Context: an optimization exercise on an open-source flow, tuned for small area, a short achievable clock period and few clock cycles per item. The choices shown serve that exercise and are no tape-out recipe.
RTL that was checked went through simulation tests only; none was proved equivalent to the original.
The RTL of runs 1 to 4 and 7 was laid out without a check of its function.
Power and IR drop assume default switching activity.

--- config.mk ---
export PLATFORM = sky130hd
export DESIGN_NAME = bb_sync
export DESIGN_NICKNAME = bb_sync
export VERILOG_FILES = /design/flow/design.v
export SDC_FILE = /design/flow/constraint.sdc
export NUM_CORES = 4
export LEC_CHECK = 0
export CAP_MARGIN = 20
export CORE_MARGIN = 2
export CORE_UTILIZATION = 40
export SETUP_SLACK_MARGIN = 2.0
export SLEW_MARGIN = 20
--- constraint.sdc ---
create_clock -name core_clock -period 4.5 [get_ports {clk}]
set_input_delay 0.9000 -clock core_clock [delete_from_list [all_inputs] [get_ports {clk}]]
set_output_delay 0.9000 -clock core_clock [all_outputs]
set_load 0.01 [all_outputs]
--- design.v ---
module bb_sync (
    input  wire        clk,
    input  wire        rst,           
    input  wire        cmd_valid,
    output wire        cmd_ready,
    input  wire [31:0] cmd_data,
    output wire        kbc_rd,
    output wire        kbc_port,      
    input  wire        kbc_ack,
    input  wire [7:0]  kbc_rdata,
    output wire        rec_valid,
    input  wire        rec_ready,
    output wire [31:0] rec_data
);
    reg  [1:0]  sub_r;
    reg         kbd_pending;
    reg  [1:0]  mouse_slot;
    reg  [7:0]  mouse_b0, mouse_b1;
    reg         gs1, gap, gs2, gco;    
    reg  [14:0] x_sum;                 
    reg  [15:0] y_sum;
    reg  [7:0]  gest_xlen, gest_tol;
    reg         g2;                    
    reg         g2_cx, g2_sx;          
    reg         g2_cy, g2_sy;
    reg         cb_v;
    reg  [1:0]  cb_grp;
    reg  [1:0]  cb_mem;
    reg  [23:0] cb_arg;
    reg         e_rd;          
    reg         e_port;        
    reg         e_wt;          
    reg         e_ch;          
    reg         e_mq;          
    reg  [3:0]  e_cnt;         
    reg  [2:0]  e_code;        
    reg         b_v;
    reg         b_ch;
    reg  [2:0]  b_code;
    reg  [7:0]  b_byte;
    reg         b_gsel;        
    reg         gd_p;          
    assign kbc_rd   = e_rd;
    assign kbc_port = e_port;
    wire b_disc  = (b_code != 3'd0);
    wire b_sync  = b_ch && (mouse_slot == 2'd0) && !b_byte[3];
    wire b_pkt   = b_ch && (mouse_slot == 2'd2);
    wire b_key   = !b_ch && (b_byte != 8'hE0);
    wire b_rec   = b_disc || b_sync || b_pkt || b_key;
    wire b_go    = b_v && !gd_p && !g2;
    wire b_take  = b_go && (!b_rec || rec_ready);
    assign rec_valid = gd_p || (b_go && b_rec);
    reg [31:0] rec_w;
    always @(*) begin
        if (gd_p)
            rec_w = 32'h8300_0000;
        else if (b_disc)
            rec_w = {8'h84, 14'd0, (b_code == 3'd6) ? 2'd2 : {1'b0, b_ch}, 5'd0, b_code};
        else if (!b_ch)
            rec_w = {8'h81, 6'd0, kbd_pending, ~b_byte[7],
                     kbd_pending ? b_byte : 8'h00, kbd_pending ? 8'hE0 : b_byte};
        else if (mouse_slot == 2'd0)
            rec_w = 32'h8400_0105;
        else
            rec_w = {8'h82, b_byte, mouse_b1, mouse_b0};
    end
    assign rec_data = rec_w;
    wire [7:0]  opc = cmd_data[31:24];
    wire z23_0 = (cmd_data[23:0] == 24'd0);
    wire z23_1 = (cmd_data[23:1] == 23'd0);
    wire z23_8 = (cmd_data[23:8] == 16'd0);
    reg  [3:0]  d_kind;
    always @(*) begin
        d_kind = 4'b10_10;                        
        case (opc)
            8'h00: if (z23_0) d_kind = 4'b00_00;
            8'h01: if (z23_1) d_kind = 4'b00_01;
            8'h02: if (z23_1) d_kind = 4'b00_10;
            8'h03: if (z23_8) d_kind = 4'b01_00;
            8'h10: if (z23_0) d_kind = 4'b01_01;
            8'h20: if (z23_0) d_kind = 4'b01_10;
            8'h11: if (z23_8) d_kind = 4'b10_00;
            8'h21: if (z23_8) d_kind = 4'b10_01;
            8'h30: if (cmd_data[5:3] == 3'd0) d_kind = 4'b11_00;
            8'h31: if (z23_0) d_kind = 4'b11_01;
            8'h32: if (cmd_data[23:16] == 8'd0) d_kind = 4'b11_10;
            default: ;
        endcase
    end
    wire bfree  = !b_v || b_take;            
    wire e_idle = !e_rd && !e_wt && !e_mq;
    wire cb_simple = (cb_grp == 2'd0);
    wire cb_drain  = (cb_grp == 2'd1);
    wire cb_bop    = (cb_grp == 2'd2);
    wire cb_gop    = (cb_grp == 2'd3);
    wire bop_go = cb_v && cb_bop && e_idle && !b_v;
    wire g_op   = cb_v && cb_gop && e_idle && !b_v && !gd_p && !g2;
    wire cons_reg = cb_v && (cb_simple || (cb_drain && e_idle)) || bop_go || g_op;
    assign cmd_ready = !cb_v || cons_reg;
    wire rd_now    = e_rd && kbc_ack;
    wire st_obf    = kbc_rdata[0];
    wire last_poll = (e_cnt == 4'd9);
    wire fin_now   = rd_now && (e_port || (!st_obf && last_poll));
    wire dk = cb_mem[0] || (!cb_mem[1] && !cb_mem[0] && cb_arg[0] && sub_r[0]);
    wire dm = cb_mem[1] || (!cb_mem[1] && !cb_mem[0] && cb_arg[1] && sub_r[1]);
    wire take_drain = cb_v && cb_drain && (e_idle || (fin_now && !e_mq));
    wire cons       = cons_reg || take_drain;
    function gt8(input [7:0] a, input [7:0] b, input eq);
        integer i;
        reg r;
        begin
            r = eq;
            for (i = 0; i < 8; i = i + 1)
                r = (a[i] & ~b[i]) | ((a[i] | ~b[i]) & r);
            gt8 = r;
        end
    endfunction
    function gt15(input [14:0] a, input [14:0] b, input eq);
        integer i;
        reg r;
        begin
            r = eq;
            for (i = 0; i < 15; i = i + 1)
                r = (a[i] & ~b[i]) | ((a[i] | ~b[i]) & r);
            gt15 = r;
        end
    endfunction
    wire r_pkt = b_take && !b_disc && b_pkt;
    wire g_go  = r_pkt || (g_op && cb_mem == 2'd0);
    wire [2:0] g_btn = b_gsel ? mouse_b0[2:0]          : cb_arg[2:0];
    wire [8:0] g_dx  = b_gsel ? {mouse_b0[4], mouse_b1} : cb_arg[14:6];
    wire [8:0] g_dy  = b_gsel ? {mouse_b0[5], b_byte}   : cb_arg[23:15];
    wire        g_lb = g_btn[0];
    wire        g_rb = g_btn[1];
    wire        g_mb = g_btn[2];
    wire        left_only  =  g_lb && !g_rb && !g_mb;
    wire        right_only = !g_lb &&  g_rb && !g_mb;
    wire        released   = !g_lb && !g_rb && !g_mb;
    wire        sx = g_dx[8];
    wire        sy = g_dy[8];
    wire [7:0]  ux = g_dx[7:0] ^ {8{sx}};
    wire [7:0]  uy = g_dy[7:0] ^ {8{sy}};
    wire        ax = gt8(ux, gest_tol, sx);
    wire        ay = gt8(uy, gest_tol, sy);
    wire        dx_lt = sx && ax;             
    wire        dy_lt = sy && ay;             
    wire        dy_gt = !sy && ay;            
    wire [8:0]  x_lo = {1'b0, x_sum[7:0]} + {1'b0, g_dx[7:0]};
    wire [8:0]  y_lo = {1'b0, y_sum[7:0]} + {1'b0, g_dy[7:0]};
    wire        x_long = (x_sum[14:8] != 7'd0) || gt8(x_sum[7:0], gest_xlen, 1'b1);
    wire        steep  = gt15(y_sum[14:0] ^ {15{gs2}}, x_sum, gs2) && (!gs2 || y_sum[15]);
    wire        acc1 = gs1 && left_only  && !(dx_lt || dy_lt);
    wire        acc2 = gs2 && right_only && !(dx_lt || dy_gt);
    wire        acc  = acc1 || acc2;
    wire        gidle  = !gs1 && !gap && !gs2 && !gco;
    wire        ap_ok  = !(g_lb || g_mb || ax || ay);
    wire        n_s1   = (gidle && left_only) || acc1;
    wire        n_ap   = (gs1 && released && x_long && steep) || (gap && ap_ok && !g_rb);
    wire        n_s2   = (gap && ap_ok && g_rb) || acc2;
    wire        g_done = gs2 && released && x_long && steep;
    wire        n_co   = gco || g_done;
    wire [7:0]  x_hi  = {1'b0, x_sum[14:8]} + {{7{g2_sx & !g2_cx}}, g2_sx ^ g2_cx};
    wire [7:0]  y_hi  = y_sum[15:8] + {{7{g2_sy & !g2_cy}}, g2_sy ^ g2_cy};
    wire        x_keep = !x_hi[7];                
    wire        y_keep = (y_hi[7] == gs2);        
    reg [2:0] v_code;
    always @(*) begin
        if (kbc_rdata[7])                 v_code = 3'd2;    
        else if (kbc_rdata[6])            v_code = 3'd3;    
        else if (kbc_rdata[5] != e_ch)    v_code = 3'd4;    
        else                              v_code = 3'd0;
    end
    always @(posedge clk) begin
        if (rst) begin
            sub_r       <= 2'b00;
            kbd_pending <= 1'b0;
            mouse_slot  <= 2'd0;
            gs1         <= 1'b0;
            gap         <= 1'b0;
            gs2         <= 1'b0;
            gco         <= 1'b0;
            x_sum       <= 15'd0;
            y_sum       <= 16'd0;
            gest_xlen   <= 8'h00;
            gest_tol    <= 8'h00;
            g2          <= 1'b0;
            cb_v        <= 1'b0;
            e_rd        <= 1'b0;
            e_wt        <= 1'b0;
            e_mq        <= 1'b0;
            b_v         <= 1'b0;
            b_gsel      <= 1'b0;
            gd_p        <= 1'b0;
        end else begin
            if (cmd_valid && cmd_ready) cb_v <= 1'b1;
            else if (cons)              cb_v <= 1'b0;
            if (cb_v && cb_simple && cb_mem != 2'd0) begin
                if (cb_arg[0]) sub_r[1] <= cb_mem[0];
                else           sub_r[0] <= cb_mem[0];
            end
            if (gd_p && rec_ready) gd_p <= 1'b0;
            if (b_take) begin
                b_v    <= 1'b0;
                b_gsel <= 1'b0;
            end
            if (fin_now) b_gsel <= e_ch;
            if (bop_go)  b_gsel <= cb_mem[0];
            if ((rd_now && (e_port || (!st_obf && last_poll))) || bop_go) b_v <= 1'b1;
            if (rd_now) begin
                if (!e_port) begin
                    if (st_obf) begin
                        if (!bfree) begin e_rd <= 1'b0; e_wt <= 1'b1; end
                    end else if (e_cnt == 4'd8 && !bfree) begin
                        e_rd <= 1'b0; e_wt <= 1'b1;
                    end
                end
            end else if (e_wt && bfree) begin
                e_wt <= 1'b0;
                e_rd <= 1'b1;
            end
            if (fin_now) begin
                e_mq <= 1'b0;
                e_rd <= e_mq;
            end
            if (take_drain) begin
                e_mq <= dk && dm;
                e_rd <= dk || dm;
            end
            if (b_take && !b_disc) begin
                if (!b_ch) begin
                    kbd_pending <= (b_byte == 8'hE0);
                end else begin
                    case (mouse_slot)
                        2'd0: if (b_byte[3]) mouse_slot <= 2'd1;
                        2'd1: mouse_slot <= 2'd2;
                        default: mouse_slot <= 2'd0;
                    endcase
                end
            end
            if (g_go) begin
                gs1 <= n_s1;
                gap <= n_ap;
                gs2 <= n_s2;
                gco <= n_co;
                gd_p <= g_done;
                g2  <= acc;
                x_sum[7:0] <= acc ? x_lo[7:0] : 8'd0;
                y_sum[7:0] <= acc ? y_lo[7:0] : 8'd0;
                if (!acc) begin
                    x_sum[14:8] <= 7'd0;
                    y_sum[15:8] <= 8'd0;
                end
            end
            if (g2) begin
                g2 <= 1'b0;
                if (x_keep) x_sum[14:8] <= x_hi[6:0];
                else        x_sum       <= 15'd0;
                if (y_keep) y_sum[15:8] <= y_hi;
                else        y_sum       <= 16'd0;
            end
            if (g_op && cb_mem[0]) begin
                gs1   <= 1'b0;
                gap   <= 1'b0;
                gs2   <= 1'b0;
                gco   <= 1'b0;
                x_sum <= 15'd0;
                y_sum <= 16'd0;
            end
            if (g_op && cb_mem[1]) begin
                gest_xlen <= cb_arg[7:0];
                gest_tol  <= cb_arg[15:8];
            end
        end
    end
    always @(posedge clk) begin
        if (cmd_valid && cmd_ready) begin
            cb_grp  <= d_kind[3:2];
            cb_mem  <= d_kind[1:0];
            cb_arg  <= cmd_data[23:0];
        end
        if (rd_now && !e_port) begin
            if (st_obf) begin
                e_code <= v_code;
                e_port <= 1'b1;
            end else begin
                e_cnt <= e_cnt + 4'd1;
            end
        end
        if (fin_now && e_mq) begin
            e_ch   <= 1'b1;
            e_cnt  <= 4'd0;
            e_port <= 1'b0;
        end
        if (take_drain) begin
            e_ch   <= !dk;
            e_cnt  <= 4'd0;
            e_port <= 1'b0;
        end
        if (rd_now && (e_port || (!st_obf && last_poll))) begin
            b_ch   <= e_ch;
            b_code <= e_port ? e_code : 3'd1;
            b_byte <= kbc_rdata;
        end
        if (bop_go) begin
            b_ch   <= cb_mem[0];
            b_code <= cb_mem[1] ? 3'd6 : 3'd0;
            b_byte <= cb_arg[7:0];
        end
        if (b_take && !b_disc && b_ch) begin
            if (mouse_slot == 2'd0) mouse_b0 <= b_byte;
            if (mouse_slot == 2'd1) mouse_b1 <= b_byte;
        end
        if (g_go) begin
            g2_cx <= x_lo[8];
            g2_sx <= sx;
            g2_cy <= y_lo[8];
            g2_sy <= sy;
        end
    end
endmodule
--- run.sh ---
#!/bin/bash
# synth_recipe.tcl (not shown) runs the flow's synth.tcl, then flattens the netlist and writes it again
# the make line also repeats each setting of config.mk as NAME=value (left out here)
make -C /OpenROAD-flow-scripts/flow DESIGN_CONFIG=/design/flow/config.mk WORK_HOME=/design/flow/orfs CLKGATE_MAP_FILE= SYNTH_SCRIPT=/design/flow/synth_recipe.tcl finish
==> summary.txt, run 1 <==
Worst Skew=0.0134 ns; H-tree depth=4; gr ovfl total=0; min-delay worst type=flip-flop to flip-flop; first-iteration detailed-routing DRC count=469; initial antenna violation count=0; Power Total=3.19 mW; period utilisation layout=0.683; Slew Viols, Final=0; worst skew pair latency=0.44 ns; CTS clk-pin slew, worst paths=0.07 ns; Syn Std Cell Area=8630 sq um; # DRC=0; final WL=27900 um; Async S/R FF share, synth=0; outcome=complete, no violations; final setup violating endpoints=0; DIE WIDTH=151 um; Synth Register Bits=133; area of the die=22800 sq um; Yosys Warn Count=1; critical path required time=4.82 ns; element type at the critical path end=flip-flop; CTS tree=done; synth top area cells=edfxtp_1 22%, dfxtp_1 16%, ha_1 5.2%; Avg WL per Cell=19.3 um; cell taking the most area after synthesis=edfxtp_1; Slew HR=0.459; Final Hold Vio Count=0; sequential element share of the synthesized area=0.383; final worst path period need=3.07 ns; Syn Area/Cell=9.06 sq um; die boundary height=151 um; Layout Nets=1241; PortBufs=75; ant diodes=0; Synth top area share=0.223; f_max=326 MHz; max cap viols=0; DRT antenna net count=0; Core Box Area=21100 sq um; peak supply drop=0.270 mV; Pwr Density=256 nW/um^2; Synth Instances=952; share of layout cells above drive strength 1=0.357; first-pass GRT wire length=42500 um; Multi-input gate area=5870 sq um; clk root buf=clkbuf_16; vias per inst=5.71; Worst EP arrival=3.39 ns; post-synth cell types=85; crit path launch=b_byte[2]; Slew @ Worst Pin=0.804 ns; count leader, synth=a21oi_1; Initial Utilization=0.409; # rows=53; WS Path Type=flip-flop to flip-flop; maximum fanout along the worst path=3; dpl hpwl=17900 um; GRT Util Overall=0.242; Filler cells=1765; Post-synth top flop=dfxtp_1; largest net degree at the start of global routing=30; Hold Crit Start=gest_xlen[0]; I/O pin total=81; vias after detailed routing=8240; worst reg2reg startpoint=b_byte[2]; CTS buffer count=17; most frequent cells after synthesis=83 x a21oi_1, 80 x nor2_1, 77 x nand2_1, 69 x dfxtp_1; Static Leakage=4.97 nW; setup tns final=0 ns; Area Overhead vs Synth=44.4%; EDFF count, synth=64; RSZ-0062 raised after global routing=yes; CTS max path bufs=2; DRT Pass-1 Iters=6; startpoint types=flip-flop; Sink Count=133; GP Congestion=0.896; register area=3330 sq um; number of global-route vias before repair=8014
layout by cell type, fill, tap and decap left out, types with 23 or more instances in the layout:
cell / count
a21oi_1: 62
buf_4: 97
buf_6: 51
clkdlybuf4s50_1: 23
dfxtp_1: 60
edfxtp_1: 64
ha_1: 29
inv_1: 58
nand2_1: 68
nand3_1: 29
nor2_1: 65
xnor2_1: 31
xor2_1: 27
sequential cells by signal (all words and copies together) (netlist names), 2 cells and up:
name	count
cb_arg	24
y_sum	16
x_sum	15
b_byte	8
gest_tol	8
gest_xlen	8
mouse_b0	8
mouse_b1	8
e_cnt	4
b_code	3
e_code	3
cb_grp	2
cb_mem	2
mouse_slot	2
sub_r	2
layout make-up:
class | instances | area share
multi-input combinational | 714 | 0.471
sequential | 133 | 0.267
timing repair buffer | 224 | 0.167
clock buffer | 17 | 0.0342
tap | 275 | 0.0276
inverter | 66 | 0.0206
clock inverter | 15 | 0.0126
critical path: stages (launching register included):
cell      delay [ns]
edfxtp_1        0.42
or4_4           0.54
or3_4           0.35
a21oi_2         0.15
buf_4           0.14
buf_6           0.09
buf_6           0.08
buf_6           0.08
buf_6           0.08
buf_6           0.09
o21ai_4         0.06
a311oi_2        0.24
a311oi_1        0.08
a311oi_2        0.30
mux2i_1         0.21
nor2_1          0.06
repair_timing:
| item | CTS | global route |
|---|---|---|
| gates cloned | 4 | 0 |
| setup endpoints to repair | 103 | 98 |
| hold buffers | 0 | 0 |
| buffers inserted | 113 | 27 |
| resized for setup | 263 | 148 |
| pin swaps | 63 | 70 |
worst paths after layout:
| kind | to | cells past startpoint | slack, ns |
|---|---|---|---|
| worst max-delay path | e_rd | 15 | 1.43 |
| worst max register to register | e_rd | 15 | 1.43 |
| worst min-delay path | gest_xlen[0] | 2 | 0.45 |
| worst min register to register | gest_xlen[0] | 2 | 0.45 |
metrics by stage:
stage	cell area [sq um]	util	hold slack (ns)	instances	setup WS (ns)
2_1_floorplan	8800	-	0.432	955	1.84
3_3_place_gp	9670	0.459	0.443	1268	1.26
3_5_place_dp	9670	0.459	0.445	1268	1.19
4_1_cts	11700	0.555	0.454	1417	1.47
5_1_grt	12500	0.591	0.479	1444	1.34
6_report	12500	0.591	0.453	1444	1.43
cell families (layout without fill, tap and decap cells):
family,after synthesis,count (layout),synth area share
xor gates and xnor gates,60,60,0.0609
muxes,42,42,0.0544
buffers and inverters,110,322,0.0583
AOI/OAI and AO/OA,266,266,0.211
other,2,5,0.000870
adders and majority gates,41,41,0.0626
DFF,133,133,0.383
and+or+nand+nor,298,300,0.169
power by group:
part	internal (mW)	switching, mW
Combinational	0.216	0.241
Clock	0.743	0.645
Sequential	1.30	0.0495
per-layer routing:
metal	track usage	vias up	wire length, um
met2	0.415	327	13900
met4	0.0935	0	1030
met3	0.0437	73	1620
li1	-	3895	-
met1	0.304	3945	11400
met5	0	-	0
==> run 2, diff against run 1 <==
--- a/config.mk
+++ b/config.mk
@@ -10,3 +10,2 @@
 export CORE_UTILIZATION = 40
-export SETUP_SLACK_MARGIN = 2.0
 export SLEW_MARGIN = 20
==> summary.txt, run 2 <==
outcome=complete, no violations; Worst Skew=0.0105 ns; most common cell after layout, fill and taps aside=a21oi_1; Synth top area share=0.223; Synth Register Bits=133; # placed instances=1269; Initial Utilization=0.409; Largest regs=cb_arg: 24 flops, y_sum: 16 flops, x_sum: 15 flops; GP Congestion=0.867; CTS Hold Bufs=0; count leader, synth=a21oi_1; met1 Use GR=0.278; WS Path Type=flip-flop to output pin; period utilisation layout=0.904; Final Hold Vio Count=0; area of the die=22800 sq um; peak supply drop=0.176 mV; H-tree depth=4; CTS clk-pin slew, worst paths=0.06 ns; dpl hpwl=17700 um; CTS buffer count=17; ant diodes=0; first-iteration detailed-routing DRC count=509; cell taking the most area after synthesis=edfxtp_1; GRT Util Overall=0.210; # DRC=0; gr ovfl total=0; Slew HR=0.405; EDFF count, synth=64; busiest grt layer=met2; I/O pin total=81; most frequent CP cell=nor3_1; Sink Count=133; initial antenna violation count=0; Avg WL per Cell=17.7 um; first-pass GRT wire length=37000 um; min-delay worst type=flip-flop to flip-flop; M2 GR Usage=0.345; Synth Instances=952; largest net degree at the start of global routing=30; largest register by flop count=cb_arg; Final Util=0.481; die boundary height=151 um; clk root buf=clkbuf_16; Slew @ Worst Pin=0.889 ns; CTS max path bufs=2; # rows=53; max cap viols=0; final worst path period need=4.07 ns; startpoint types=flip-flop; number of flip-flops in the largest register=24; Layout Nets=1098; CTS tree=done; element type at the critical path end=output pin; post-synth cell types=85; Slew Viols, Final=0; fin cells=1301; Area Overhead vs Synth=17.5%; DRT Pass-1 Iters=5; Static Leakage=3.83 nW; sequential element share of the synthesized area=0.383; vias after detailed routing=7223; critical path required time=3.60 ns; CP peak stage delay=0.66 ns; final WL=23100 um; postcts setup bufs=0; most frequent cells in the layout=83 x a21oi_1, 80 x nor2_1, 77 x nand2_1; GR Util met3=0.0425; f_max=246 MHz; worst skew pair latency=0.43 ns; Pwr Density=305 nW/um^2; most frequent cells after synthesis=83 x a21oi_1, 80 x nor2_1, 77 x nand2_1, 69 x dfxtp_1; DIE WIDTH=151 um; synth top area cells=edfxtp_1 22%, dfxtp_1 16%, ha_1 5.2%; crit-path cells=nor3_1 > nand2b_1 > nor3_1 > a22o_2 > clkdlybuf4s50_1; Slowest-stage cell, CP=nor3_1; post-CTS sizing=0; Async S/R FF share, synth=0; Syn Area/Cell=9.06 sq um; number of global-route vias before repair=6920; share of layout cells above drive strength 1=0.0877; Post-synth top flop=dfxtp_1; vias per inst=5.55; setup tns final=0 ns; Syn Std Cell Area=8630 sq um; maximum fanout along the worst path=9; RSZ-0062 raised after global routing=no; Core Box Area=21100 sq um; Filler cells=2026; DRT antenna net count=0; Yosys Warn Count=1; PortBufs=75; Worst EP arrival=3.17 ns; final setup violating endpoints=0
## run 2: cell counts after synthesis
Identical to the previous run, type by type.
## run 2: area by class of cell
cell class / count / area (sq um) / area share
multi-input combinational: 712 / 4830 / 0.477
sequential: 133 / 3300 / 0.326
timing repair buffer: 83 / 811 / 0.0800
clock buffer: 22 / 495 / 0.0489
tap: 275 / 344 / 0.0339
inverter: 66 / 248 / 0.0244
clock inverter: 10 / 105 / 0.0104
## run 2: layer usage
layer | routed length (um) | vias up
met1 | 10500 | 3423
met4 | 483 | 0
met2 | 11100 | 181
met3 | 1000 | 37
met5 | 0 | -
li1 | - | 3582
## run 2: stage by stage
step	instance area [sq um]	setup WS (ns)	hold slack [ns]	total power [mW]
2_1_floorplan	8640	1.55	0.432	1.57
3_3_place_gp	9540	1.02	0.445	1.69
3_5_place_dp	9540	0.939	0.447	1.69
4_1_cts	10100	0.458	0.455	3.11
5_1_grt	10100	0.234	0.483	3.20
6_report	10100	0.432	0.455	3.09
## run 2: path summary, 6_finish.rpt
path,startpoint,to,slack [ns],cells past startpoint
worst min register to register,gest_xlen[6],gest_xlen[6],0.45,2
worst min-delay path,gest_xlen[6],gest_xlen[6],0.45,2
worst max-delay path,b_code[2],rec_data[11],0.43,5
worst max register to register,g2_cy,y_sum[0],1.12,14
## run 2: kinds of logic (layout without fill, tap and decap cells)
logic type,Yosys count,count (layout),share of synthesized area
AO/OA/AOI/OAI,266,266,0.211
XOR/XNOR,60,60,0.0609
adder cells (fa/ha/maj),41,41,0.0626
flip-flops,133,133,0.383
buffers and inverters,110,181,0.0583
multiplexers,42,42,0.0544
other,2,5,0.000870
AND/OR/NAND/NOR,298,298,0.169
## run 2: worst max-delay path: cells and delay by family (launching register included)
| family | cells | cell delay, ns |
|---|---|---|
| AOI/OAI and AO/OA | 1 | 0.25 |
| and+or+nand+nor | 3 | 1.53 |
| buffers and inverters | 1 | 0.53 |
| DFF | 1 | 0.43 |
## run 2: where the power goes
part / switching, mW / internal [mW] / leakage (nW)
Combinational: 0.170 / 0.144 / 2.39
Sequential: 0.0532 / 1.30 / 1.15
Clock: 0.569 / 0.850 / 0.298
==> run 3, diff against run 2 <==
--- a/design.v
+++ b/design.v
@@ -41,2 +41,9 @@
     reg         b_gsel;        
+    reg         o_v;
+    reg         o_pkt;         
+    reg         o_k1;          
+    reg         o_k2;          
+    reg         o_dis;         
+    reg         o_gd;          
+    reg  [7:0]  o_byte;
     reg         gd_p;          
@@ -44,25 +51,18 @@
     assign kbc_port = e_port;
-    wire b_disc  = (b_code != 3'd0);
-    wire b_sync  = b_ch && (mouse_slot == 2'd0) && !b_byte[3];
-    wire b_pkt   = b_ch && (mouse_slot == 2'd2);
-    wire b_key   = !b_ch && (b_byte != 8'hE0);
-    wire b_rec   = b_disc || b_sync || b_pkt || b_key;
-    wire b_go    = b_v && !gd_p && !g2;
-    wire b_take  = b_go && (!b_rec || rec_ready);
-    assign rec_valid = gd_p || (b_go && b_rec);
-    reg [31:0] rec_w;
-    always @(*) begin
-        if (gd_p)
-            rec_w = 32'h8300_0000;
-        else if (b_disc)
-            rec_w = {8'h84, 14'd0, (b_code == 3'd6) ? 2'd2 : {1'b0, b_ch}, 5'd0, b_code};
-        else if (!b_ch)
-            rec_w = {8'h81, 6'd0, kbd_pending, ~b_byte[7],
-                     kbd_pending ? b_byte : 8'h00, kbd_pending ? 8'hE0 : b_byte};
-        else if (mouse_slot == 2'd0)
-            rec_w = 32'h8400_0105;
-        else
-            rec_w = {8'h82, b_byte, mouse_b1, mouse_b0};
-    end
-    assign rec_data = rec_w;
+    wire o_key = o_k1 | o_k2;
+    assign rec_valid = o_v;
+    assign rec_data[31]    = 1'b1;
+    assign rec_data[30:27] = 4'd0;
+    assign rec_data[26]    = o_dis;
+    assign rec_data[25]    = o_pkt | o_gd;
+    assign rec_data[24]    = o_key | o_gd;
+    assign rec_data[23:18] = {6{o_pkt}} & o_byte[7:2];
+    assign rec_data[17]    = (o_pkt & o_byte[1]) | o_k2;
+    assign rec_data[16]    = (o_pkt & o_byte[0]) | (o_key & ~o_byte[7]);
+    assign rec_data[15:10] = ({6{o_pkt}} & mouse_b1[7:2]) | ({6{o_k2}} & o_byte[7:2]);
+    assign rec_data[9:8]   = ({2{o_pkt}} & mouse_b1[1:0]) | ({2{o_k2 | o_dis}} & o_byte[1:0]);
+    assign rec_data[7:3]   = ({5{o_pkt}} & mouse_b0[7:3]) | ({5{o_k1}} & o_byte[7:3]) |
+                             ({5{o_k2}} & 5'b11100);
+    assign rec_data[2:0]   = ({3{o_pkt}} & mouse_b0[2:0]) | ({3{o_k1}} & o_byte[2:0]) |
+                             ({3{o_dis}} & o_byte[4:2]);
     wire [7:0]  opc = cmd_data[31:24];
@@ -89,3 +89,5 @@
     end
-    wire bfree  = !b_v || b_take;            
+    wire r_ok   = !o_v && !gd_p && !g2;      
+    wire r_b    = b_v && r_ok;               
+    wire bfree  = !b_v || r_ok;              
     wire e_idle = !e_rd && !e_wt && !e_mq;
@@ -95,4 +97,4 @@
     wire cb_gop    = (cb_grp == 2'd3);
-    wire bop_go = cb_v && cb_bop && e_idle && !b_v;
-    wire g_op   = cb_v && cb_gop && e_idle && !b_v && !gd_p && !g2;
+    wire bop_go = cb_v && cb_bop && e_idle && bfree;
+    wire g_op   = cb_v && cb_gop && e_idle && !b_v && r_ok;
     wire cons_reg = cb_v && (cb_simple || (cb_drain && e_idle)) || bop_go || g_op;
@@ -127,3 +129,3 @@
     endfunction
-    wire r_pkt = b_take && !b_disc && b_pkt;
+    wire r_pkt = r_b && b_ch && (b_code == 3'd0) && (mouse_slot == 2'd2);
     wire g_go  = r_pkt || (g_op && cb_mem == 2'd0);
@@ -192,2 +194,3 @@
             b_gsel      <= 1'b0;
+            o_v         <= 1'b0;
             gd_p        <= 1'b0;
@@ -200,4 +203,7 @@
             end
-            if (gd_p && rec_ready) gd_p <= 1'b0;
-            if (b_take) begin
+            if (o_v && rec_ready) begin
+                o_v  <= gd_p;
+                gd_p <= 1'b0;
+            end
+            if (r_b) begin
                 b_v    <= 1'b0;
@@ -205,5 +211,10 @@
             end
-            if (fin_now) b_gsel <= e_ch;
-            if (bop_go)  b_gsel <= cb_mem[0];
-            if ((rd_now && (e_port || (!st_obf && last_poll))) || bop_go) b_v <= 1'b1;
+            if (fin_now) begin
+                b_v    <= 1'b1;
+                b_gsel <= e_ch;
+            end
+            if (bop_go) begin
+                b_v    <= 1'b1;
+                b_gsel <= cb_mem[0];
+            end
             if (rd_now) begin
@@ -228,3 +239,3 @@
             end
-            if (b_take && !b_disc) begin
+            if (r_b && b_code == 3'd0) begin
                 if (!b_ch) begin
@@ -239,2 +250,7 @@
             end
+            if (r_b) begin
+                if (b_code != 3'd0) o_v <= 1'b1;
+                else if (!b_ch)     o_v <= (b_byte != 8'hE0);
+                else                o_v <= (mouse_slot == 2'd0) ? !b_byte[3] : (mouse_slot == 2'd2);
+            end
             if (g_go) begin
@@ -244,3 +260,2 @@
                 gco <= n_co;
-                gd_p <= g_done;
                 g2  <= acc;
@@ -252,2 +267,4 @@
                 end
+                if (r_pkt) gd_p <= g_done;
+                else       o_v  <= g_done;
             end
@@ -275,6 +292,6 @@
     always @(posedge clk) begin
-        if (cmd_valid && cmd_ready) begin
-            cb_grp  <= d_kind[3:2];
-            cb_mem  <= d_kind[1:0];
-            cb_arg  <= cmd_data[23:0];
+        if (cmd_ready) begin
+            cb_grp <= d_kind[3:2];
+            cb_mem <= d_kind[1:0];
+            cb_arg <= cmd_data[23:0];
         end
@@ -298,3 +315,3 @@
         end
-        if (rd_now && (e_port || (!st_obf && last_poll))) begin
+        if (fin_now) begin
             b_ch   <= e_ch;
@@ -308,3 +325,38 @@
         end
-        if (b_take && !b_disc && b_ch) begin
+        if (o_v && rec_ready && gd_p) begin
+            o_pkt <= 1'b0;
+            o_k1  <= 1'b0;
+            o_k2  <= 1'b0;
+            o_dis <= 1'b0;
+            o_gd  <= 1'b1;
+        end
+        if (r_b) begin
+            o_pkt <= 1'b0;
+            o_k1  <= 1'b0;
+            o_k2  <= 1'b0;
+            o_dis <= 1'b0;
+            o_gd  <= 1'b0;
+            if (b_code != 3'd0) begin
+                o_dis  <= 1'b1;
+                o_byte <= {3'd0, b_code, (b_code == 3'd6) ? 2'd2 : {1'b0, b_ch}};
+            end else if (!b_ch) begin
+                o_k1   <= !kbd_pending;
+                o_k2   <= kbd_pending;
+                o_byte <= b_byte;
+            end else if (mouse_slot == 2'd0) begin
+                o_dis  <= 1'b1;
+                o_byte <= {3'd0, 3'd5, 2'd1};
+            end else begin
+                o_pkt  <= 1'b1;
+                o_byte <= b_byte;
+            end
+        end
+        if (g_op) begin
+            o_pkt <= 1'b0;
+            o_k1  <= 1'b0;
+            o_k2  <= 1'b0;
+            o_dis <= 1'b0;
+            o_gd  <= 1'b1;
+        end
+        if (b_ch && b_code == 3'd0 && r_b) begin
             if (mouse_slot == 2'd0) mouse_b0 <= b_byte;
--- a/config.mk
+++ b/config.mk
@@ -7,2 +7,3 @@
 export LEC_CHECK = 0
+export ABC_AREA = 1
 export CAP_MARGIN = 20
==> summary.txt, run 3 <==
share of layout cells above drive strength 1=0.0677; Avg WL per Cell=15.5 um; number of global-route vias before repair=7239; Static Leakage=4.31 nW; worst reg2reg startpoint=g2_sy; Final Hold Vio Count=0; element type at the critical path end=output pin; postcts setup bufs=0; Core Box Area=21600 sq um; H-tree depth=4; final worst path period need=3.49 ns; area of the die=23100 sq um; Synth Instances=1125; peak supply drop=0.256 mV; number of flip-flops in the largest register=24; count leader, synth=nand2_1; dpl hpwl=18100 um; CTS tree=done; dpl cell area=9710 sq um; crit path launch=g2; cell family with most CP delay=simple AND/OR/NAND/NOR gates; post-CTS sizing=0; vias per inst=5.07; first-pass GRT wire length=37700 um; EDFF count, synth=72; most frequent cells in the layout=241 x nand2_1, 165 x inv_1, 87 x a21oi_1; DRT Pass-1 Iters=8; Initial Utilization=0.404; GP Congestion=0.880; Power Total=3.71 mW; DIE WIDTH=152 um; Worst Skew=0.0119 ns; CTS buffer count=17; Syn Area/Cell=7.77 sq um; sequential element share of the synthesized area=0.419; Synth top area share=0.247; post-synth cell types=59; period utilisation layout=0.776; min-delay worst type=flip-flop to flip-flop; I/O pin total=81; Layout Nets=1283; Sink Count=147; CTS max path bufs=2; Yosys Warn Count=1; PortBufs=75; M2 GR Usage=0.355; max cap viols=0; Largest regs=cb_arg: 24 flops, y_sum: 16 flops, x_sum: 15 flops; outcome=complete, no violations; # DRC=0; startpoint types=flip-flop; WP buf/inv=2; busiest grt layer=met2; critical path required time=3.60 ns; gr ovfl total=0; maximum fanout along the worst path=16; Filler cells=2142; Slew Viols, Final=0; Slew HR=0.373; Worst EP arrival=2.59 ns; crit-path cells=nor3_2 > nor2_1 > inv_1 > nand2_1 > nand3_1 > clkdlybuf4s50_1; Slowest-stage cell, CP=clkdlybuf4s50_1; Worst R2R Path Depth=17; vias after detailed routing=7565; final WL=23200 um; # rows=54; RSZ-0062 raised after global routing=no; initial antenna violation count=0; synth top area cells=edfxtp_1 25%, dfxtp_1 17%, nand2_1 10%; first-iteration detailed-routing DRC count=389; WS Path Type=flip-flop to output pin; CP peak stage delay=0.56 ns; Synth Register Bits=147; Area Overhead vs Synth=17.9%; CTS clk-pin slew, worst paths=0.06 ns; Async S/R FF share, synth=0; GR Util met3=0.0268; CTS Hold Bufs=0; ant diodes=0; cell taking the most area after synthesis=edfxtp_1; f_max=286 MHz; largest net degree at the start of global routing=33; Hold Crit Start=gest_xlen[0]; Worst path depth=6; most common cell after layout, fill and taps aside=nand2_1; GRT Util Overall=0.203; final setup violating endpoints=0; largest register by flop count=cb_arg; die boundary height=152 um; Hold Crit Depth=2; design area=10300 sq um; setup tns final=0 ns; Pwr Density=360 nW/um^2; worst skew pair latency=0.43 ns; Slew @ Worst Pin=0.939 ns; Post-synth top flop=dfxtp_1; Syn Std Cell Area=8740 sq um; met1 Use GR=0.261; most frequent cells after synthesis=241 x nand2_1, 165 x inv_1, 87 x a21oi_1, 85 x nor2_1, 75 x dfxtp_1; clk root buf=clkbuf_16; DRT antenna net count=0
==> run 3: cell types whose count changed after synthesis, sizes merged, moves of 18 or more <==
cell	change
nand2	+172
nand3	+36
mux2	-23
inv	+106
mux2i	-18
o21ai	+50
==> run 3: report_power, final <==
| group | internal, mW | switching (mW) |
|---|---|---|
| sequential | 1.48 | 0.0855 |
| combinational | 0.319 | 0.372 |
| clock | 0.829 | 0.620 |
| total | 2.63 | 1.08 |
==> run 3: worst paths after layout <==
check | slack (ns) | to
min reg2reg | 0.46 | gest_xlen[0]
min | 0.46 | gest_xlen[0]
max reg2reg | 1.18 | y_sum[12]
max | 1.01 | cmd_ready
==> run 3: cell families after synthesis <==
group / count (synthesis) / share of synthesized area
buffers and inverters: 205 / 0.0986
other: 2 / 0.000859
AO/OA/AOI/OAI: 221 / 0.144
adder cells (fa/ha/maj): 40 / 0.0607
XOR/XNOR: 43 / 0.0431
multiplexers: 1 / 0.00114
flip-flops: 147 / 0.419
AND/OR/NAND/NOR: 466 / 0.233
==> run 3: layout make-up <==
cell class | count | area [sq um] | area share
inverter | 174 | 661 | 0.0641
tap | 280 | 350 | 0.0340
sequential | 147 | 3660 | 0.355
timing repair buffer | 82 | 803 | 0.0779
clock buffer | 19 | 464 | 0.0450
multi-input combinational | 776 | 4230 | 0.410
clock inverter | 13 | 136 | 0.0132
==> run 3: through the flow <==
| step | worst slack (ns) | cells | util | hold WS (ns) |
|---|---|---|---|---|
| after floorplan | 1.52 | 1128 | - | 0.430 |
| after global placement | 1.28 | 1459 | 0.449 | 0.446 |
| after detailed placement | 1.19 | 1459 | 0.449 | 0.450 |
| after CTS | 1.04 | 1491 | 0.477 | 0.459 |
| after global routing | 0.844 | 1491 | 0.477 | 0.485 |
| final | 1.01 | 1491 | 0.477 | 0.460 |
==> run 3: worst register-to-register path, stage by stage (launching register included) <==
cell,delay (ns)
edfxtp_1,0.38
ha_1,0.33
ha_1,0.41
nand3_1,0.08
and2_1,0.16
or2_2,0.28
nand2_1,0.06
a21oi_1,0.07
nor2_1,0.11
nor2_1,0.05
nor2_1,0.08
nor2_1,0.06
xor2_1,0.14
ha_1,0.32
nor2_1,0.29
a21boi_0,0.20
o21ai_0,0.10
a21oi_1,0.15
==> run 3: per-layer routing <==
metal / wire length [um] / share of wire / vias up
met5: 0 / 0 / -
met4: 541 / 0.023 / 0
met3: 895 / 0.039 / 32
met2: 11200 / 0.48 / 184
met1: 10500 / 0.45 / 3471
li1: - / - / 3878
==> run 4, diff against run 3 <==
--- a/config.mk
+++ b/config.mk
@@ -11,2 +11,3 @@
 export CORE_UTILIZATION = 40
+export SETUP_SLACK_MARGIN = 1.0
 export SLEW_MARGIN = 20
==> summary.txt, run 4 <==
outcome=complete, no violations; number of global-route vias before repair=7239; Pwr Density=359 nW/um^2; GP Congestion=0.880; Slowest-stage cell, CP=clkdlybuf4s50_1; element type at the critical path end=output pin; most common cell after layout, fill and taps aside=nand2_1; DIE WIDTH=152 um; most frequent cells after synthesis=241 x nand2_1, 165 x inv_1, 87 x a21oi_1, 85 x nor2_1, 75 x dfxtp_1; Synth Instances=1125; maximum fanout along the worst path=15; Static Leakage=4.31 nW; initial antenna violation count=0; PortBufs=75; Synth top area share=0.247; WHS=0.459 ns; count leader, synth=nand2_1; RSZ-0062 raised after global routing=yes; Core Box Area=21600 sq um; DRT antenna net count=0; first-pass GRT wire length=37700 um; Synth Register Bits=147; f_max=301 MHz; # rows=54; DRT Pass-1 Iters=7; startpoint types=flip-flop; Area Overhead vs Synth=17.9%; peak supply drop=0.256 mV; largest register by flop count=cb_arg; Worst EP arrival=2.42 ns; Avg WL per Cell=15.6 um; flop2flop setup slack=1.28 ns; ant diodes=0; dpl cell area=9710 sq um; # DRC=0; Largest regs=cb_arg: 24 flops, y_sum: 16 flops, x_sum: 15 flops; Syn Area/Cell=7.77 sq um; dpl ws=1.19 ns; gr ovfl total=0; worst skew pair latency=0.43 ns; CTS buffer count=17; Sink Count=147; fin cells=1491; sequential element share of the synthesized area=0.419; H-tree depth=4; synth top area cells=edfxtp_1 25%, dfxtp_1 17%, nand2_1 10%; Worst Skew=0.0121 ns; period utilisation layout=0.739; # placed instances=1459; Slew HR=0.372; CTS clk-pin slew, worst paths=0.06 ns; worst setup margin=1.18 ns; CP peak stage delay=0.62 ns; Layout Nets=1283; Initial Utilization=0.404; EDFF count, synth=72; design area=10300 sq um; Slew @ Worst Pin=0.940 ns; Syn Std Cell Area=8740 sq um; vias per inst=5.07; crit-path cells=inv_1 > o21ai_0 > clkdlybuf4s50_1; cell family with most CP delay=buffers and inverters; number of flip-flops in the largest register=24; Post-synth top flop=dfxtp_1; final worst path period need=3.32 ns; GRT Util Overall=0.203; post-synth cell types=59; Async S/R FF share, synth=0; Power Total=3.71 mW; Final Hold Vio Count=0; final WL=23200 um; Slew Viols, Final=0; critical path required time=3.60 ns; WS Path Type=flip-flop to output pin; first-iteration detailed-routing DRC count=406; CTS max path bufs=2; share of layout cells above drive strength 1=0.0694; max cap viols=0; die boundary height=152 um; area of the die=23100 sq um; vias after detailed routing=7556; Final Util=0.477; final setup violating endpoints=0; WP buf/inv=2; clk root buf=clkbuf_16; I/O pin total=81; setup tns final=0 ns; cell taking the most area after synthesis=edfxtp_1; most frequent cells in the layout=240 x nand2_1, 165 x inv_1, 87 x a21oi_1; CTS tree=done; dpl hpwl=18100 um; min-delay worst type=flip-flop to flip-flop; Yosys Warn Count=1; largest net degree at the start of global routing=33
## run 4: cell counts after synthesis
Identical to the previous run, type by type.
## run 4: worst paths after layout
| path | from | to | cells after the start |
|---|---|---|---|
| hold / removal | gest_xlen[0] | gest_xlen[0] | 2 |
| setup reg to reg | g2_sy | y_sum[12] | 17 |
| setup / recovery | o_pkt | rec_data[13] | 3 |
| hold reg to reg | gest_xlen[0] | gest_xlen[0] | 2 |
## run 4: cell type report
type / count / area, sq um
fillers: 2141 / 11300
multi-input cells: 776 / 4230
flip-flops and latches: 147 / 3660
repair buffers: 82 / 803
inverters: 174 / 661
clock buffers: 19 / 464
well taps: 280 / 350
clock inverters: 13 / 136
## run 4: cells by family (layout without fill, tap and decap cells)
family,count (synthesis),count (layout),synth area share
and+or+nand+nor,466,466,0.233
AOI/OAI and AO/OA,221,221,0.144
buffers and inverters,205,288,0.0986
DFF,147,147,0.419
xor gates and xnor gates,43,43,0.0431
adders and majority gates,40,40,0.0607
other,2,5,0.000859
muxes,1,1,0.00114
## run 4: power breakdown
group,switching (mW),leakage [nW],total (mW),internal [mW]
sequential,0.0857,1.30,1.57,1.48
clock,0.618,0.297,1.45,0.829
combinational,0.372,2.72,0.690,0.319
total,1.08,4.31,3.71,2.63
## run 4: timing repair
| action | in CTS | in global routing |
|---|---|---|
| buffers inserted | 0 | 0 |
| hold buffers | 0 | 0 |
| setup endpoints to repair | 0 | 7 |
| resized for setup | 0 | 2 |
## run 4: per-layer routing
| layer | global-route usage | vias to the layer above | routed length (um) |
|---|---|---|---|
| met2 | 0.355 | 163 | 11300 |
| met3 | 0.0268 | 32 | 788 |
| met4 | 0.0641 | 0 | 524 |
| met1 | 0.261 | 3482 | 10600 |
| li1 | - | 3879 | - |
| met5 | 0 | - | 0 |
## run 4: worst min-delay path, cell delays in order, from the launching register on
cell and delay (ns):
dfxtp_1 0.30, inv_1 0.06, a21oi_1 0.06
==> run 5, diff against run 4 <==
--- a/design.v
+++ b/design.v
@@ -26,2 +26,3 @@
     reg         cb_v;
+    reg         cb_rdy;        
     reg  [1:0]  cb_grp;
@@ -100,3 +101,3 @@
     wire cons_reg = cb_v && (cb_simple || (cb_drain && e_idle)) || bop_go || g_op;
-    assign cmd_ready = !cb_v || cons_reg;
+    assign cmd_ready = cb_rdy;
     wire rd_now    = e_rd && kbc_ack;
@@ -109,2 +110,17 @@
     wire cons       = cons_reg || take_drain;
+    wire e_free_n = !take_drain && (e_idle || (fin_now && !e_mq));
+    wire b_v_n    = (b_v && !r_b) || fin_now || bop_go;
+    wire r_ok_n   = !gd_p && (!o_v || rec_ready) && !r_b && !g_go;
+    wire       ld_n  = cmd_valid && cmd_ready;
+    wire       cbv_n = ld_n || (cb_v && !cons);
+    wire [1:0] grp_n = ld_n ? d_kind[3:2] : cb_grp;
+    reg        cons_n;
+    always @(*) begin
+        case (grp_n)
+            2'd0:    cons_n = 1'b1;
+            2'd1:    cons_n = e_free_n;
+            2'd2:    cons_n = e_free_n && !b_v_n;
+            default: cons_n = e_free_n && !b_v_n && r_ok_n;
+        endcase
+    end
     function gt8(input [7:0] a, input [7:0] b, input eq);
@@ -163,4 +179,21 @@
     wire        n_co   = gco || g_done;
-    wire [7:0]  x_hi  = {1'b0, x_sum[14:8]} + {{7{g2_sx & !g2_cx}}, g2_sx ^ g2_cx};
-    wire [7:0]  y_hi  = y_sum[15:8] + {{7{g2_sy & !g2_cy}}, g2_sy ^ g2_cy};
+    function [7:0] incdec(input [7:0] x, input up, input dn);
+        integer i, k;
+        reg [7:0] r;
+        reg pu, pd;
+        begin
+            for (i = 0; i < 8; i = i + 1) begin
+                pu = up;
+                pd = dn;
+                for (k = 0; k < i; k = k + 1) begin
+                    pu = pu & x[k];
+                    pd = pd & ~x[k];
+                end
+                r[i] = x[i] ^ (pu | pd);
+            end
+            incdec = r;
+        end
+    endfunction
+    wire [7:0]  x_hi  = incdec({1'b0, x_sum[14:8]}, g2_cx & !g2_sx, g2_sx & !g2_cx);
+    wire [7:0]  y_hi  = incdec(y_sum[15:8],         g2_cy & !g2_sy, g2_sy & !g2_cy);
     wire        x_keep = !x_hi[7];                
@@ -189,2 +222,3 @@
             cb_v        <= 1'b0;
+            cb_rdy      <= 1'b1;
             e_rd        <= 1'b0;
@@ -199,2 +233,3 @@
             else if (cons)              cb_v <= 1'b0;
+            cb_rdy <= !cbv_n || cons_n;
             if (cb_v && cb_simple && cb_mem != 2'd0) begin
==> summary.txt, run 5 <==
outcome=complete, no violations; Sink Count=148; Slew HR=0.341; switch share=0.268; period utilisation layout=0.712; DRT Pass-1 Iters=6; maximum fanout along the worst path=20; clk root buf=clkbuf_16; cell taking the most area after synthesis=edfxtp_1; clock share of power=0.425; first-pass GRT wire length=36300 um; Yosys Warn Count=1; Layout Nets=1286; I/O pin total=81; Synth top area share=0.249; initial antenna violation count=0; largest register by flop count=cb_arg; DIE WIDTH=151 um; share of layout cells above drive strength 1=0.0603; Pwr Density=323 nW/um^2; most frequent cells after synthesis=273 x nand2_1, 170 x inv_1, 94 x nor2_1, 79 x a21oi_1, 76 x dfxtp_1; final worst path period need=3.20 ns; Async S/R FF share, synth=0; GP Congestion=0.860; Synth Instances=1147; area of the die=22900 sq um; element type at the critical path end=output pin; Syn Std Cell Area=8690 sq um; WS Path Type=flip-flop to output pin; worst skew pair latency=0.43 ns; register area=3680 sq um; vias after detailed routing=7627; DRT antenna net count=0; Worst EP arrival=2.30 ns; Area Overhead vs Synth=17.2%; postcts setup bufs=0; Worst Skew=0.0172 ns; final WL=22800 um; synth top area cells=edfxtp_1 25%, dfxtp_1 18%, nand2_1 12%; CTS max path bufs=2; first-iteration detailed-routing DRC count=537; setup tns final=0 ns; ant diodes=0; Largest regs=cb_arg: 24 flops, y_sum: 16 flops, x_sum: 15 flops; Multi-input gate area=4150 sq um; startpoint types=flip-flop; gr ovfl total=0; WHS=0.456 ns; # placed instances=1471; Static Leakage=4.22 nW; PortBufs=75; sequential share of power=0.461; Filler cells=2115; combinational cell fraction of total power=0.113; GRT Util Overall=0.207; Final Hold Vio Count=0; Initial Utilization=0.411; number of flip-flops in the largest register=24; H-tree depth=4; dpl hpwl=17500 um; count leader, synth=nand2_1; # rows=53; # DRC=0; die boundary height=151 um; Post-synth top flop=dfxtp_1; RSZ-0062 raised after global routing=no; CTS tree=done; Slew Viols, Final=0; critical path required time=3.60 ns; Slew @ Worst Pin=0.988 ns; CTS buffer count=17; P_int=2.41 mW; EDFF count, synth=72; Sw Pwr=0.882 mW; post-synth cell types=56; CTS clk-pin slew, worst paths=0.06 ns; largest net degree at the start of global routing=33; Avg WL per Cell=15.1 um; final setup violating endpoints=0; peak supply drop=0.230 mV; CTS Hold Bufs=0; most frequent cells in the layout=273 x nand2_1, 170 x inv_1, 93 x nor2_1; f_max=312 MHz; vias per inst=5.07; min-delay worst type=flip-flop to flip-flop; most common cell after layout, fill and taps aside=nand2_1; number of global-route vias before repair=7037; max cap viols=0; Synth Register Bits=148; Syn Area/Cell=7.58 sq um; Core Box Area=21200 sq um; fin cells=1503; sequential element share of the synthesized area=0.424; post-CTS sizing=0
run 5: cell count changes after synthesis, sizes merged, moves of 4 or more:
cell   before  now
nor2       88   97
a22o        0    4
nand2     250  281
ha         36   24
nand3      66   77
xor2       24   18
a21oi      87   79
o21ai      83   70
a31oi       4   10
run 5: logic make-up (layout without fill, tap and decap cells):
family          after synthesis  after routing  share of synthesized area
buf+inv                     209            287                      0.101
compound gates              205            205                      0.137
flops                       148            148                      0.424
xor+xnor                     38             38                     0.0383
other cells                   2              5                   0.000864
simple gates                519            519                      0.260
fa+ha+maj                    26             26                     0.0392
run 5: worst max-delay path: stages (launching register included):
cell and delay, ns:
dfxtp_1 0.74, inv_1 0.28, o21ai_0 0.28, clkdlybuf4s50_1 0.58
run 5: worst paths after layout:
| check | from | end | slack (ns) | cells after the start |
|---|---|---|---|---|
| worst max-delay path | o_pkt | rec_data[17] | 1.30 | 3 |
| worst min-delay path | gest_xlen[0] | gest_xlen[0] | 0.46 | 2 |
| worst max register to register | g2 | y_sum[14] | 1.35 | 14 |
| worst min register to register | gest_xlen[0] | gest_xlen[0] | 0.46 | 2 |
run 5: cell type report:
| class | instances | area share |
|---|---|---|
| multi-input cells | 793 | 0.407 |
| flip-flops and latches | 148 | 0.362 |
| repair buffers | 80 | 0.0774 |
| inverters | 175 | 0.0645 |
| clock buffers | 18 | 0.0421 |
| well taps | 275 | 0.0338 |
| clock inverters | 14 | 0.0138 |
run 5: per-layer routing:
layer | share of wire | global-route usage | wire [um] | vias to the layer above
met5 | 0 | 0 | 0 | -
met4 | 0.015 | 0.0584 | 343 | 0
met3 | 0.036 | 0.0377 | 819 | 26
met2 | 0.49 | 0.348 | 11100 | 166
met1 | 0.46 | 0.272 | 10500 | 3518
li1 | - | - | - | 3917
run 5: stage by stage:
| step | area (sq um) | setup slack (ns) | utilization | total power [mW] |
|---|---|---|---|---|
| 2_1_floorplan | 8700 | 1.79 | - | 1.75 |
| 3_3_place_gp | 9610 | 1.21 | 0.454 | 1.92 |
| 3_5_place_dp | 9610 | 1.14 | 0.454 | 1.92 |
| 4_1_cts | 10200 | 1.29 | 0.481 | 3.31 |
| 5_1_grt | 10200 | 1.03 | 0.482 | 3.42 |
| 6_report | 10200 | 1.30 | 0.482 | 3.29 |
run 5: power by group through the flow:
stage | Clock (mW) | Sequential, mW | Combinational, mW
after detailed placement | 0 | 1.55 | 0.374
after CTS | 1.42 | 1.52 | 0.375
final | 1.40 | 1.52 | 0.373
after global routing | 1.48 | 1.52 | 0.419
after global placement | 0 | 1.55 | 0.372
after floorplan | 0 | 1.53 | 0.223
Testbench counts of run 5, summed over its fixed seeds: cycles 26,047, ops 5,600.
==> run 6, diff against run 5 <==
==> flow/run.sh (new file) <==
#!/bin/bash
# Standard layout, except that the port buffers are buf_2 cells instead of
# the delay cells buffer_ports picks by default. Every port is still buffered.
set -euo pipefail
export BUFFER_PORTS_ARGS="-buffer_cell sky130_fd_sc_hd__buf_2"
bash standard.sh > standard.log 2>&1
==> standard.sh (new file) <==
#!/bin/bash
# synth_recipe.tcl (not shown) runs the flow's synth.tcl, then flattens the netlist and writes it again
# the make line also repeats each setting of config.mk as NAME=value (left out here)
make -C /OpenROAD-flow-scripts/flow DESIGN_CONFIG=/design/flow/config.mk WORK_HOME=/design/flow/orfs CLKGATE_MAP_FILE= SYNTH_SCRIPT=/design/flow/synth_recipe.tcl "${@:-finish}"
removed: run.sh
==> summary.txt, run 6 <==
outcome=complete, no violations; first-iteration detailed-routing DRC count=499; initial antenna violation count=0; DRT Pass-1 Iters=5; fin cells=1502; final setup violating endpoints=0; Final Util=0.465; Multi-input gate area=4150 sq um; Worst Skew=0.00963 ns; sequential element share of the synthesized area=0.424; CTS Hold Bufs=0; dpl cell area=9230 sq um; final worst path period need=3.19 ns; CTS buffer count=17; GP Congestion=0.930; f_max=313 MHz; WHS=0.458 ns; peak supply drop=0.262 mV; P_int=2.37 mW; # rows=53; largest net degree at the start of global routing=34; worst skew pair latency=0.43 ns; I/O pin total=81; min-delay worst type=flip-flop to flip-flop; critical path required time=4.81 ns; Synth Instances=1147; Static Leakage=4.27 nW; most frequent cells in the layout=273 x nand2_1, 170 x inv_1, 93 x nor2_1; DIE WIDTH=151 um; period utilisation layout=0.709; Slew @ Worst Pin=1.08 ns; Sink Count=148; RSZ-0062 raised after global routing=no; startpoint types=flip-flop; Layout Nets=1285; dpl hpwl=17800 um; Syn Area/Cell=7.58 sq um; most frequent CP cell=inv_1; Syn Std Cell Area=8690 sq um; first-pass GRT wire length=36900 um; H-tree depth=4; WS Path Type=flip-flop to flip-flop; CP peak stage delay=0.47 ns; Area Overhead vs Synth=13.1%; die boundary height=151 um; Final Hold Vio Count=0; dpl ws=1.32 ns; Synth top area share=0.249; Slew Viols, Final=0; Slowest-stage cell, CP=nand3_2; count leader, synth=nand2_1; Synth Register Bits=148; PortBufs=75; Largest regs=cb_arg: 24 flops, y_sum: 16 flops, x_sum: 15 flops; number of global-route vias before repair=7073; final WL=23200 um; register area=3680 sq um; Power Total=3.28 mW; vias after detailed routing=7675; Initial Utilization=0.411; Async S/R FF share, synth=0; CTS max path bufs=2; crit-path cells=nor3_2 > inv_1 > nor2_4 > inv_2 > nor2_1 > inv_1 > nor2_2 > inv_1 > nor3_2 > inv_1 > nand2_1 > buf_4 > nand3_2 > nand3_1 > a21oi_1; worst setup margin=1.31 ns; Core Box Area=21200 sq um; maximum fanout along the worst path=33; Avg WL per Cell=15.4 um; element type at the critical path end=flip-flop; area of the die=22900 sq um; CTS clk-pin slew, worst paths=0.07 ns; combinational cell fraction of total power=0.101; ant diodes=0; most common cell after layout, fill and taps aside=nand2_1; EDFF count, synth=72; CTS tree=done; DRT antenna net count=0; Post-synth top flop=dfxtp_1; Sw Pwr=0.908 mW; max cap viols=0; setup tns final=0 ns; GRT Util Overall=0.211; Worst EP arrival=3.51 ns; most frequent cells after synthesis=273 x nand2_1, 170 x inv_1, 94 x nor2_1, 79 x a21oi_1, 76 x dfxtp_1; postcts setup bufs=0; Yosys Warn Count=1; Slew HR=0.272; gr ovfl total=0; # DRC=0; clock share of power=0.437; synth top area cells=edfxtp_1 25%, dfxtp_1 18%, nand2_1 12%; share of layout cells above drive strength 1=0.122; number of flip-flops in the largest register=24; design area=9830 sq um; sequential share of power=0.462; post-synth cell types=56; cell taking the most area after synthesis=edfxtp_1; switch share=0.277; largest register by flop count=cb_arg; Pwr Density=334 nW/um^2; # placed instances=1470; vias per inst=5.11; clk root buf=clkbuf_16; Filler cells=2110
[run 6: cell counts after synthesis]
No cell type changed its count.
[run 6: cell families after synthesis]
| group | share of synthesized area |
|---|---|
| fa+ha+maj | 0.0392 |
| simple gates | 0.260 |
| flops | 0.424 |
| buf+inv | 0.101 |
| other cells | 0.000864 |
| compound gates | 0.137 |
| xor+xnor | 0.0383 |
[run 6: power by group through the flow]
| stage | Sequential, mW | Clock [mW] | Combinational (mW) |
|---|---|---|---|
| after floorplan | 1.53 | 0 | 0.223 |
| after global placement | 1.55 | 0 | 0.329 |
| after detailed placement | 1.55 | 0 | 0.330 |
| after CTS | 1.52 | 1.46 | 0.331 |
| after global routing | 1.52 | 1.51 | 0.376 |
| final | 1.52 | 1.43 | 0.332 |
[run 6: path summary, 6_finish.rpt]
check | start | endpoint | slack, ns | depth (start not counted)
setup / recovery | g2 | y_sum[13] | 1.31 | 15
hold / removal | gco | gco | 0.46 | 2
setup reg to reg | g2 | y_sum[13] | 1.31 | 15
hold reg to reg | gco | gco | 0.46 | 2
[run 6: worst max-delay path, delay by kind of cell, from the launching register on]
family          cells  cell delay (ns)
flops               1             0.38
buf+inv             6             0.83
compound gates      1             0.08
simple gates        8             1.76
[run 6: metal layers]
| layer | vias to the layer above | routed length (um) | track usage |
|---|---|---|---|
| met5 | - | 0 | 0 |
| met4 | 0 | 510 | 0.0762 |
| met1 | 3544 | 10800 | 0.282 |
| met3 | 30 | 961 | 0.0301 |
| met2 | 189 | 10900 | 0.349 |
| li1 | 3912 | - | - |
[run 6: repair_timing]
action                                  in CTS  in global routing
endpoints found under the setup margin       0                 27
endpoints found under the hold margin        0                  0
gates resized for setup                      0                  3
[run 6: area by class of cell]
cell class / count / area share
multi-input combinational: 793 / 0.422
sequential: 148 / 0.375
clock inverter: 15 / 0.0168
timing repair buffer: 79 / 0.0412
inverter: 175 / 0.0668
clock buffer: 17 / 0.0433
tap: 275 / 0.0350
==> run 7, diff against run 6 <==
--- a/design.v
+++ b/design.v
@@ -23,4 +23,5 @@
     reg         g2;                    
-    reg         g2_cx, g2_sx;          
-    reg         g2_cy, g2_sy;
+    reg         g2_xup, g2_xdn;        
+    reg         g2_yup, g2_ydn;
+    reg         g2_xk, g2_yk;          
     reg         cb_v;
@@ -180,14 +181,8 @@
     function [7:0] incdec(input [7:0] x, input up, input dn);
-        integer i, k;
-        reg [7:0] r;
-        reg pu, pd;
+        integer i;
+        reg [7:0] r, m;
         begin
             for (i = 0; i < 8; i = i + 1) begin
-                pu = up;
-                pd = dn;
-                for (k = 0; k < i; k = k + 1) begin
-                    pu = pu & x[k];
-                    pd = pd & ~x[k];
-                end
-                r[i] = x[i] ^ (pu | pd);
+                m = (8'd1 << i) - 8'd1;
+                r[i] = x[i] ^ ((up & ((x & m) == m)) | (dn & ((x & m) == 8'd0)));
             end
@@ -196,6 +191,10 @@
     endfunction
-    wire [7:0]  x_hi  = incdec({1'b0, x_sum[14:8]}, g2_cx & !g2_sx, g2_sx & !g2_cx);
-    wire [7:0]  y_hi  = incdec(y_sum[15:8],         g2_cy & !g2_sy, g2_sy & !g2_cy);
-    wire        x_keep = !x_hi[7];                
-    wire        y_keep = (y_hi[7] == gs2);        
+    wire [7:0]  x_hi  = incdec({1'b0, x_sum[14:8]}, g2_xup, g2_xdn);
+    wire [7:0]  y_hi  = incdec(y_sum[15:8],         g2_yup, g2_ydn);
+    wire        x_up = x_lo[8] & !sx;
+    wire        x_dn = sx & !x_lo[8];
+    wire        y_up = y_lo[8] & !sy;
+    wire        y_dn = sy & !y_lo[8];
+    wire        x_neg = (x_up && (x_sum[14:8] == 7'h7F)) || (x_dn && (x_sum[14:8] == 7'h00));
+    wire        y_neg = y_sum[15] ^ ((y_up && (y_sum[14:8] == 7'h7F)) || (y_dn && (y_sum[14:8] == 7'h00)));
     reg [2:0] v_code;
@@ -307,6 +306,6 @@
                 g2 <= 1'b0;
-                if (x_keep) x_sum[14:8] <= x_hi[6:0];
-                else        x_sum       <= 15'd0;
-                if (y_keep) y_sum[15:8] <= y_hi;
-                else        y_sum       <= 16'd0;
+                if (g2_xk) x_sum[14:8] <= x_hi[6:0];
+                else       x_sum       <= 15'd0;
+                if (g2_yk) y_sum[15:8] <= y_hi;
+                else       y_sum       <= 16'd0;
             end
@@ -400,6 +399,8 @@
         if (g_go) begin
-            g2_cx <= x_lo[8];
-            g2_sx <= sx;
-            g2_cy <= y_lo[8];
-            g2_sy <= sy;
+            g2_xup <= x_up;
+            g2_xdn <= x_dn;
+            g2_yup <= y_up;
+            g2_ydn <= y_dn;
+            g2_xk  <= !x_neg;                 
+            g2_yk  <= (y_neg == gs2);         
         end
==> summary.txt, run 7 <==
first-pass GRT wire length=37500 um; H-tree depth=4; CTS max path bufs=2; synth top area cells=edfxtp_1 25%, dfxtp_1 17%, nand2_1 12%; WS Path Type=flip-flop to flip-flop; PortBufs=75; clk root buf=clkbuf_16; post-synth cell types=54; simple-gate share of the synthesized area=0.251; Final Hold Vio Count=0; GP Congestion=0.920; max cap viols=0; dpl ws=0.992 ns; fin cells=1520; Post-synth top flop=dfxtp_1; most frequent cells in the layout=274 x nand2_1, 178 x inv_1, 91 x nor2_1; first-iteration detailed-routing DRC count=459; count leader, synth=nand2_1; dpl hpwl=18300 um; Synth Area in Adders=0.0313; # placed instances=1487; f_max=316 MHz; area of the die=23400 sq um; startpoint types=flip-flop; CTS tree=done; outcome=complete, no violations; Slew Viols, Final=0; vias per inst=5.10; die boundary height=153 um; main combinational cell family by area after synthesis=simple AND/OR/NAND/NOR gates; Synth top area share=0.250; share of layout cells above drive strength 1=0.136; DRT antenna net count=0; most frequent cells after synthesis=274 x nand2_1, 178 x inv_1, 92 x nor2_1, 76 x dfxtp_1, 74 x edfxtp_1; dpl cell area=9430 sq um; Largest regs=cb_arg: 24 flops, y_sum: 16 flops, x_sum: 15 flops; cell taking the most area after synthesis=edfxtp_1; design area=10000 sq um; DRT Pass-1 Iters=5; EDFF count, synth=74; min-delay worst type=flip-flop to flip-flop; Initial Utilization=0.407; Yosys Warn Count=1; final worst path period need=3.17 ns; worst setup margin=1.33 ns; Power Total=3.34 mW; ant diodes=0; Async S/R FF share, synth=0; critical path required time=4.84 ns; final WL=23300 um; Area Overhead vs Synth=12.9%; worst skew pair latency=0.44 ns; Avg WL per Cell=15.3 um; DIE WIDTH=153 um; vias after detailed routing=7749; maximum fanout along the worst path=21; Synth Area in Compound Gates=0.147; multiplexer share of the synthesized area=0; # rows=54; CTS buffer count=17; Final Util=0.460; I/O pin total=81; RSZ-0062 raised after global routing=no; gr ovfl total=0; sequential element share of the synthesized area=0.421; Synth Register Bits=150; largest net degree at the start of global routing=33; most common cell after layout, fill and taps aside=nand2_1; Layout Nets=1293; Slew @ Worst Pin=0.796 ns; Pwr Density=333 nW/um^2; GRT Util Overall=0.202; Post-Synth XOR/XNOR Area=0.0453; period utilisation layout=0.704; setup tns final=0 ns; WHS=0.455 ns; Worst EP arrival=3.51 ns; Filler cells=2203; largest register by flop count=cb_arg; Sink Count=150; Static Leakage=4.44 nW; CTS clk-pin slew, worst paths=0.07 ns; peak supply drop=0.221 mV; Core Box Area=21800 sq um; number of global-route vias before repair=7218; number of flip-flops in the largest register=24; # DRC=0; Syn Std Cell Area=8890 sq um; Worst Skew=0.0164 ns; Syn Area/Cell=7.66 sq um; element type at the critical path end=flip-flop; Slew HR=0.469; final setup violating endpoints=0; CTS Hold Bufs=0; Synth Instances=1160; initial antenna violation count=0
## run 7: cell types whose count changed after synthesis, moves of 6 or more
cell	before	now
xor2_1	18	30
nand3_2	3	12
nand3_1	74	62
buf_2	3	10
a21oi_2	0	10
o21ai_0	64	72
a21oi_1	79	73
inv_1	170	178
## run 7: cells by family after synthesis
family	after synthesis
buffers and inverters	218
AND/OR/NAND/NOR	507
flip-flops	150
adder cells (fa/ha/maj)	21
AO/OA/AOI/OAI	216
XOR/XNOR	46
other	2
## run 7: final timing paths
path         slack (ns)  depth (start not counted)            to          from
max                1.33                         16      x_sum[7]            g2
min                0.45                          2  gest_xlen[0]  gest_xlen[0]
max reg2reg        1.33                         16      x_sum[7]            g2
min reg2reg        0.45                          2  gest_xlen[0]  gest_xlen[0]
## run 7: cell type report
class / instances / area (sq um) / area share
multi-input cells: 795 / 4250 / 0.423
well taps: 280 / 350 / 0.0349
repair buffers: 81 / 420 / 0.0419
flip-flops and latches: 150 / 3750 / 0.373
clock buffers: 17 / 425 / 0.0424
inverters: 182 / 691 / 0.0688
clock inverters: 15 / 156 / 0.0156
## run 7: power breakdown
part	switching, mW	internal, mW	total, mW	leakage, nW
clock	0.641	0.784	1.43	0.283
combinational	0.241	0.124	0.365	2.83
sequential	0.0498	1.50	1.55	1.33
total	0.932	2.41	3.34	4.44
## run 7: critical path, stage by stage (launching register included)
cell and delay [ns]:
dfxtp_1 0.41, nor3_2 0.26, inv_1 0.12, nor2_4 0.31, inv_2 0.09, nor2_1 0.10, inv_1 0.09, nor2_2 0.15
inv_1 0.11, nor3_2 0.23, inv_2 0.09, nand2_4 0.25, inv_1 0.34, a21oi_1 0.21, o21ai_0 0.13, o2111ai_1 0.11
inv_1 0.05
## run 7: what timing repair did
item	in CTS	in global routing
resized for setup	1	6
pin swaps	0	0
setup endpoints to repair	1	31
buffers inserted	0	1
## run 7: layer usage
layer,vias up,global-route usage,part of all wire
met5,-,0,0
met4,0,0.0736,0.024
met3,40,0.0420,0.053
met2,190,0.326,0.47
met1,3558,0.269,0.45
li1,3961,-,-

-- what the ideal ports hide --
How much do the figures lean on ideal ports? The routed layouts below were timed once more, with nothing changed but the port constraints.
Step 1 (the two cells are an assumption about what drives the block):
set clk [get_ports {clk}]
set_driving_cell -lib_cell sky130_fd_sc_hd__clkbuf_16 $clk
set_driving_cell -lib_cell sky130_fd_sc_hd__buf_2 [delete_from_list [all_inputs] $clk]
Step 2 times the ports against the registers' clock, not the clock port: input delays grow and output delays shrink by t, the midpoint of the rising clock arrivals with the driver on.
Three values: no drivers, after step 1, after step 2; two values: the first two.
run | t, ns | slack for setup (ns) | worst setup path at the end
run 1 | 0.481 | 1.428 / 1.414 / 1.428 | register to register
run 2 | 0.472 | 0.432 / 0.385 / 0.856 | register to output
run 3 | 0.466 | 1.009 / 0.963 / 1.182 | register to register
run 4 | 0.466 | 1.176 / 1.130 / 1.210 | input to register
run 5 | 0.469 | 1.297 / 1.252 / 1.117 | input to register
run 6 | 0.474 | 1.309 / 1.309 / 1.309 | register to register
run 7 | 0.479 | 1.332 / 1.332 / 1.332 | register to register
After both steps every run listed still meets setup and hold. The setup slack of run 5, which loses most, moves by -0.045 ns with the drivers and by -0.180 ns with both steps.
